This is an optimization exercise on Yosys and OpenROAD, whose aim is small area and a short achievable clock period, not a production implementation. RTL that was checked went through simulation tests only; none was proved equivalent to the original.

==> flow/design.v <==
module robbus_engine (
    input  wire         clk,
    input  wire         ev_valid,
    input  wire [9:0]   ev,
    input  wire [7:0]   store_rdata,
    input  wire [127:0] h_reply,
    output wire         tx_valid,
    output wire [7:0]   tx_data,
    output wire         store_we,
    output wire [7:0]   store_wdata,
    output wire         h_call,
    output wire [127:0] h_arg
);
    localparam [2:0] RX_IDLE   = 3'd0;
    localparam [2:0] RX_WADDR  = 3'd1;
    localparam [2:0] RX_WGMASK = 3'd2;
    localparam [2:0] RX_WLEN   = 3'd3;
    localparam [2:0] RX_WDATA  = 3'd4;
    localparam [2:0] RX_WCSUM  = 3'd5;
    localparam [2:0] TX_IDLE  = 3'b000;
    localparam [2:0] TX_START = 3'b100;
    localparam [2:0] TX_ADDR  = 3'b101;
    localparam [2:0] TX_LEN   = 3'b110;
    localparam [2:0] TX_DATA  = 3'b111;
    reg [7:0]   addr;
    reg [2:0]   rx_state;
    reg         rx_esc;
    reg         is_svc;
    reg         is_grp;
    reg [7:0]   rx_tgt;      
    reg [7:0]   rx_len;      
    reg [7:0]   rx_idx;
    reg         f_h;         
    reg         f_ca;        
    reg         f_sw;        
    reg         f_pr;        
    reg [511:0] bm;          
    reg [2:0]   tx_state;
    reg         tx_esc;
    reg [7:0]   tx_nsum;     
    reg [7:0]   tx_rem;      
    reg [6:0]   tx_nx;       
    reg         tx_svc;      
    reg [7:0]   tx_cur;      
    reg [7:0]   tx_out;      
    wire [7:0] buf0 = bm[7:0];
    wire [7:0] buf1 = bm[15:8];
    wire [7:0] buf2 = bm[23:16];
    wire [7:0] buf3 = bm[31:24];
    wire       ev_rx    = ev_valid & ~ev[9] & ~ev[8];
    wire       ev_tick  = ev_valid & ~ev[9] &  ev[8];
    wire       ev_reset = ev_valid &  ev[9] & ~ev[8];
    wire [7:0] b        = ev[7:0];
    wire       b_small  = (b[7:2] == 6'd0);
    wire       cls_esc  = ev_rx & ~rx_esc & b_small & (b[1:0] == 2'd0);
    wire       cls_mark = ev_rx & ~rx_esc & b_small & (b[1:0] != 2'd0);
    wire       cls_data = ev_rx & (rx_esc | ~b_small);
    wire [7:0] v        = rx_esc ? {b[7:2] - 6'd1, b[1:0]} : b;
    wire st_wlen  = (rx_state == RX_WLEN);
    wire st_wdata = (rx_state == RX_WDATA);
    wire st_wcsum = (rx_state == RX_WCSUM);
    wire       csum_eq  = ev_rx & (b == rx_tgt);
    wire h_wr      = csum_eq & f_h;                      
    wire svc_wr    = csum_eq & f_sw;
    wire do_prime  = csum_eq & f_pr;
    wire do_ca     = csum_eq & f_ca;
    assign h_call      = h_wr;
    assign store_we    = do_ca;
    assign store_wdata = buf1;
    assign h_arg       = bm[127:0];
    wire       rx_wr = cls_data & st_wdata & ~rx_idx[7] & ~rx_idx[6];
    wire [7:0] wbus  = {8{~ev[9]}} & (st_wdata ? v : 8'h10);
    genvar gk;
    generate
        for (gk = 0; gk < 64; gk = gk + 1) begin : g_buf
            wire en = ev_reset | (rx_wr & (rx_idx[5:0] == gk))
                    | ((gk < 16) ? h_wr : 1'b0)
                    | ((gk < 2) ? svc_wr : 1'b0);
            wire [7:0] d;
            if (gk < 16) begin : g_h
                assign d = h_wr ? h_reply[8*gk +: 8] : wbus;
            end else begin : g_n
                assign d = wbus;
            end
            always @(posedge clk)
                if (en) bm[8*gk +: 8] <= d;
        end
    endgenerate
    wire [7:0] tgt_sub  = rx_tgt - b;
    wire       ent_cs   = cls_data & ((st_wlen & (v == 8'h00))
                                    | (st_wdata & (rx_idx + 8'd1 == rx_len)));
    wire       stay_cs  = st_wcsum & ~ev_reset & ~cls_mark & ~cls_data;
    wire       n_ok     = ent_cs ? (tgt_sub[7:2] != 6'd0)
                                 : (cls_esc | rx_esc | (rx_tgt[7:2] != 6'd0));
    wire       n_cs     = (ent_cs | stay_cs) & n_ok;
    wire [7:0] nb0 = (rx_wr & (rx_idx[5:0] == 6'd0)) ? wbus : buf0;
    wire [7:0] nb1 = (rx_wr & (rx_idx[5:0] == 6'd1)) ? wbus : buf1;
    wire [7:0] nb2 = (rx_wr & (rx_idx[5:0] == 6'd2)) ? wbus : buf2;
    wire [7:0] nb3 = (rx_wr & (rx_idx[5:0] == 6'd3)) ? wbus : buf3;
    wire       n_echo = (nb0 == 8'h10);
    wire       n_desc = (nb0 == 8'h11);
    wire       n_ca   = (nb0 == 8'h12) & (nb2 == addr) & (nb3 == (addr ^ nb1));
    always @(posedge clk) begin
        f_h  <= n_cs & ~is_svc;
        f_ca <= n_cs & is_svc & n_ca;
        f_sw <= n_cs & is_svc & (n_desc | n_ca);
        f_pr <= n_cs & (is_svc ? (n_echo | n_desc | n_ca) : ~is_grp);
    end
    wire s_start = (tx_state == TX_START);
    wire s_addr  = (tx_state == TX_ADDR);
    wire s_len   = (tx_state == TX_LEN);
    wire s_data  = (tx_state == TX_DATA);
    wire       tx_more = (tx_rem != 8'd0);
    wire [7:0] x       = s_len ? tx_rem : (tx_more ? tx_cur : tx_nsum);
    wire       x_small = (x[7:2] == 6'd0);
    wire [7:0] x_p4    = {x[7:2] + 6'd1, x[1:0]};
    wire       x_done  = tx_esc | ~x_small;
    wire [7:0] rd_nx   = tx_nx[6] ? 8'h00 : bm[8*tx_nx[5:0] +: 8];
    wire       adv_len  = ev_tick & s_len & x_done;
    wire       adv_data = ev_tick & s_data & x_done & tx_more;
    wire [7:0] nsum_n   = tx_nsum - x;
    wire       more_n   = s_len ? tx_more : (tx_rem != 8'd1);
    wire [7:0] x_n      = more_n ? (s_len ? tx_cur : rd_nx) : nsum_n;
    wire [7:0] x_n_out  = (x_n[7:2] == 6'd0) ? 8'h00 : x_n;
    wire [3:0] h_sel    = tx_nx[3:0] - 4'd1;
    wire [7:0] h_at_tx  = h_reply[8*h_sel +: 8];
    wire       h_hit    = h_wr & ((tx_nx[6:4] == 3'd0) | (tx_nx == 7'd16));
    wire       rx_hit   = rx_wr & ({1'b0, rx_idx[5:0]} + 7'd1 == tx_nx);
    wire [7:0] cur_w    = h_hit ? h_at_tx : wbus;
    wire [7:0] cur_w_out = tx_esc ? {cur_w[7:2] + 6'd1, cur_w[1:0]}
                         : (cur_w[7:2] == 6'd0) ? 8'h00 : cur_w;
    assign tx_valid = ev_tick & tx_state[2];
    assign tx_data  = tx_out;
    always @(posedge clk) begin
        if (ev_reset) begin
            addr     <= store_rdata;
            rx_state <= RX_IDLE;
            rx_esc   <= 1'b0;
            tx_state <= TX_IDLE;
            tx_esc   <= 1'b0;
        end else if (ev_rx) begin
            rx_esc <= cls_esc;
            if (cls_esc)
                rx_tgt <= rx_tgt + 8'd4;
            if (cls_mark) begin
                rx_tgt   <= 8'h00;
                is_svc   <= (b[1:0] == 2'd1);
                is_grp   <= (b[1:0] == 2'd3);
                rx_state <= RX_WADDR;
            end else if (cls_data) begin
                rx_tgt <= rx_tgt - b;
                case (rx_state)
                    RX_WADDR: begin
                        rx_len <= v ^ addr;
                        if (v[7])
                            rx_state <= RX_IDLE;
                        else if (is_grp)
                            rx_state <= RX_WGMASK;
                        else if (v == addr)
                            rx_state <= RX_WLEN;
                        else
                            rx_state <= RX_IDLE;
                    end
                    RX_WGMASK: begin
                        if ((v & rx_len) == 8'h00)
                            rx_state <= RX_WLEN;
                        else
                            rx_state <= RX_IDLE;
                    end
                    RX_WLEN: begin
                        rx_len   <= v;
                        rx_idx   <= 8'h00;
                        rx_state <= (v == 8'h00) ? RX_WCSUM : RX_WDATA;
                    end
                    RX_WDATA: begin
                        rx_idx <= rx_idx + 8'd1;
                        if (rx_idx + 8'd1 == rx_len)
                            rx_state <= RX_WCSUM;
                    end
                    RX_WCSUM: begin
                        rx_state <= RX_IDLE;
                        if (do_ca)
                            addr <= buf1;
                        if (do_prime) begin
                            tx_svc   <= is_svc;
                            tx_rem   <= ~is_svc ? 8'd16 : f_sw ? 8'd2 : rx_len;
                            tx_nx    <= 7'd1;
                            tx_nsum  <= 8'h00;
                            tx_esc   <= 1'b0;
                            tx_state <= TX_START;
                        end
                    end
                    default: ;
                endcase
            end
        end else if (ev_tick) begin
            case (tx_state)
                TX_START: tx_state <= TX_ADDR;
                TX_ADDR: begin
                    tx_nsum  <= tx_nsum - (addr | 8'h80);
                    tx_state <= TX_LEN;
                end
                TX_LEN, TX_DATA: begin
                    tx_esc <= ~x_done;
                    if (x_done) begin
                        if (s_len | tx_more)
                            tx_nsum <= nsum_n;
                        if (s_len)
                            tx_state <= TX_DATA;
                        else if (tx_more) begin
                            tx_rem <= tx_rem - 8'd1;
                            if (~(tx_nx[6] & tx_nx[0]))
                                tx_nx <= tx_nx + 7'd1;
                        end else
                            tx_state <= TX_IDLE;
                    end
                end
                default: ;
            endcase
        end
    end
    always @(posedge clk) begin
        if (adv_data)
            tx_cur <= rd_nx;
        else if (do_prime)
            tx_cur <= h_wr ? h_reply[7:0] : svc_wr ? 8'h10 : buf0;
        else if (h_hit | rx_hit)
            tx_cur <= cur_w;
    end
    always @(posedge clk) begin
        if (ev_tick) begin
            if (s_start)
                tx_out <= addr | 8'h80;
            else if (s_addr)
                tx_out <= (tx_rem[7:2] == 6'd0) ? 8'h00 : tx_rem;
            else if (~x_done)
                tx_out <= x_p4;
            else if (adv_len | adv_data)
                tx_out <= x_n_out;
        end else if (do_prime)
            tx_out <= {6'd0, ~is_svc, is_svc};
        else if ((h_hit | rx_hit) & s_data & tx_more)
            tx_out <= cur_w_out;
    end
endmodule
clock: 6.0 ns
lec_check: 0
cap_margin: 20
core_margin: 2
core_utilization: 60
cts_buf_list: sky130_fd_sc_hd__clkbuf_4 sky130_fd_sc_hd__clkbuf_8
place_density: 0.72
setup_slack_margin: 2.6
slew_margin: 20
standard.sh (not shown) runs the stock make flow with config.mk's settings and CLKGATE_MAP_FILE= SYNTH_SCRIPT=/design/flow/synth_recipe.tcl, a recipe that flattens the netlist after the stock synthesis.
==> flow/flow/run.sh <==
#!/bin/bash
# The standard layout, with the port buffers made of the smallest buffer cell.
set -euo pipefail
export BUFFER_PORTS_ARGS="-buffer_cell sky130_fd_sc_hd__buf_1"
bash standard.sh > standard_flow.log 2>&1
Change:
--- a/flow/design.v
+++ b/flow/design.v
@@ -31,9 +31,8 @@
     reg [7:0]   rx_len;      
     reg [7:0]   rx_idx;
     reg         f_h;         
-    reg         f_ca;        
-    reg         f_sw;        
-    reg         f_pr;        
+    reg         f_s;         
+    reg         f_hp;        
     reg [511:0] bm;          
     reg [2:0]   tx_state;
     reg         tx_esc;
@@ -60,16 +59,20 @@
     wire st_wdata = (rx_state == RX_WDATA);
     wire st_wcsum = (rx_state == RX_WCSUM);
     wire       csum_eq  = ev_rx & (b == rx_tgt);
+    wire svc_echo  = (buf0 == 8'h10);
+    wire svc_desc  = (buf0 == 8'h11);
+    wire svc_ca    = (buf0 == 8'h12) & (buf2 == addr) & (buf3 == (addr ^ buf1));
     wire h_wr      = csum_eq & f_h;                      
-    wire svc_wr    = csum_eq & f_sw;
-    wire do_prime  = csum_eq & f_pr;
-    wire do_ca     = csum_eq & f_ca;
+    wire svc_wr    = csum_eq & f_s & (svc_desc | svc_ca);
+    wire do_prime  = csum_eq & (f_hp | (f_s & (svc_echo | svc_desc | svc_ca)));
+    wire do_ca     = csum_eq & f_s & svc_ca;
     assign h_call      = h_wr;
     assign store_we    = do_ca;
     assign store_wdata = buf1;
     assign h_arg       = bm[127:0];
     wire       rx_wr = cls_data & st_wdata & ~rx_idx[7] & ~rx_idx[6];
     wire [7:0] wbus  = {8{~ev[9]}} & (st_wdata ? v : 8'h10);
+    wire       h_sel_w = f_h & ~ev[9];
     genvar gk;
     generate
         for (gk = 0; gk < 64; gk = gk + 1) begin : g_buf
@@ -78,7 +81,7 @@
                     | ((gk < 2) ? svc_wr : 1'b0);
             wire [7:0] d;
             if (gk < 16) begin : g_h
-                assign d = h_wr ? h_reply[8*gk +: 8] : wbus;
+                assign d = h_sel_w ? h_reply[8*gk +: 8] : wbus;
             end else begin : g_n
                 assign d = wbus;
             end
@@ -93,18 +96,10 @@
     wire       n_ok     = ent_cs ? (tgt_sub[7:2] != 6'd0)
                                  : (cls_esc | rx_esc | (rx_tgt[7:2] != 6'd0));
     wire       n_cs     = (ent_cs | stay_cs) & n_ok;
-    wire [7:0] nb0 = (rx_wr & (rx_idx[5:0] == 6'd0)) ? wbus : buf0;
-    wire [7:0] nb1 = (rx_wr & (rx_idx[5:0] == 6'd1)) ? wbus : buf1;
-    wire [7:0] nb2 = (rx_wr & (rx_idx[5:0] == 6'd2)) ? wbus : buf2;
-    wire [7:0] nb3 = (rx_wr & (rx_idx[5:0] == 6'd3)) ? wbus : buf3;
-    wire       n_echo = (nb0 == 8'h10);
-    wire       n_desc = (nb0 == 8'h11);
-    wire       n_ca   = (nb0 == 8'h12) & (nb2 == addr) & (nb3 == (addr ^ nb1));
     always @(posedge clk) begin
         f_h  <= n_cs & ~is_svc;
-        f_ca <= n_cs & is_svc & n_ca;
-        f_sw <= n_cs & is_svc & (n_desc | n_ca);
-        f_pr <= n_cs & (is_svc ? (n_echo | n_desc | n_ca) : ~is_grp);
+        f_s  <= n_cs & is_svc;
+        f_hp <= n_cs & ~is_svc & ~is_grp;
     end
     wire s_start = (tx_state == TX_START);
     wire s_addr  = (tx_state == TX_ADDR);
@@ -126,7 +121,7 @@
     wire [7:0] h_at_tx  = h_reply[8*h_sel +: 8];
     wire       h_hit    = h_wr & ((tx_nx[6:4] == 3'd0) | (tx_nx == 7'd16));
     wire       rx_hit   = rx_wr & ({1'b0, rx_idx[5:0]} + 7'd1 == tx_nx);
-    wire [7:0] cur_w    = h_hit ? h_at_tx : wbus;
+    wire [7:0] cur_w    = f_h ? h_at_tx : wbus;
     wire [7:0] cur_w_out = tx_esc ? {cur_w[7:2] + 6'd1, cur_w[1:0]}
                          : (cur_w[7:2] == 6'd0) ? 8'h00 : cur_w;
     assign tx_valid = ev_tick & tx_state[2];
@@ -183,7 +178,7 @@
                             addr <= buf1;
                         if (do_prime) begin
                             tx_svc   <= is_svc;
-                            tx_rem   <= ~is_svc ? 8'd16 : f_sw ? 8'd2 : rx_len;
+                            tx_rem   <= ~is_svc ? 8'd16 : svc_echo ? rx_len : 8'd2;
                             tx_nx    <= 7'd1;
                             tx_nsum  <= 8'h00;
                             tx_esc   <= 1'b0;
@@ -223,7 +218,7 @@
         if (adv_data)
             tx_cur <= rd_nx;
         else if (do_prime)
-            tx_cur <= h_wr ? h_reply[7:0] : svc_wr ? 8'h10 : buf0;
+            tx_cur <= f_h ? h_reply[7:0] : svc_wr ? 8'h10 : buf0;
         else if (h_hit | rx_hit)
             tx_cur <= cur_w;
     end
After rerunning:
- The new run produced a clean layout
- core utilization rises by 1.7 points
- area after synthesis goes down by a few percent
- first-iteration DRC count climbs slightly
- global-route usage decreases by 0.59 points
- flip-flop and latch count decreases by 1
- critical path depth is unchanged
- cell area fell slightly
Only the layout flow was run in the second run of this note; the RTL was not checked for function there.

==> static timing again, ports no longer ideal <==
In the flow no input, the clock included, has a driving cell. The finished layouts below were timed again as built, in two steps.
Step 1: set_driving_cell puts a clkbuf_16 on clk and a buf_2 on each other input, an assumption about the parent block.
Step 2 also shifts input and output timing later by t, the mid clock arrival at the registers, as if the neighbouring blocks saw the same clock.
Three values: ideal ports, drivers, drivers and shift; two values: the first two.
run	t, ns	setup WS [ns]	worst register clock-pin slew, ns
the first run	0.764	2.441 / 2.344 / 1.848	0.07 / 0.07
the second run	0.762	2.126 / 2.067 / 1.741	0.07 / 0.07
After both steps every run listed still meets setup and hold. For the first run, which loses most, drivers alone change the setup slack by -0.097 ns; drivers and shift together by -0.593 ns.
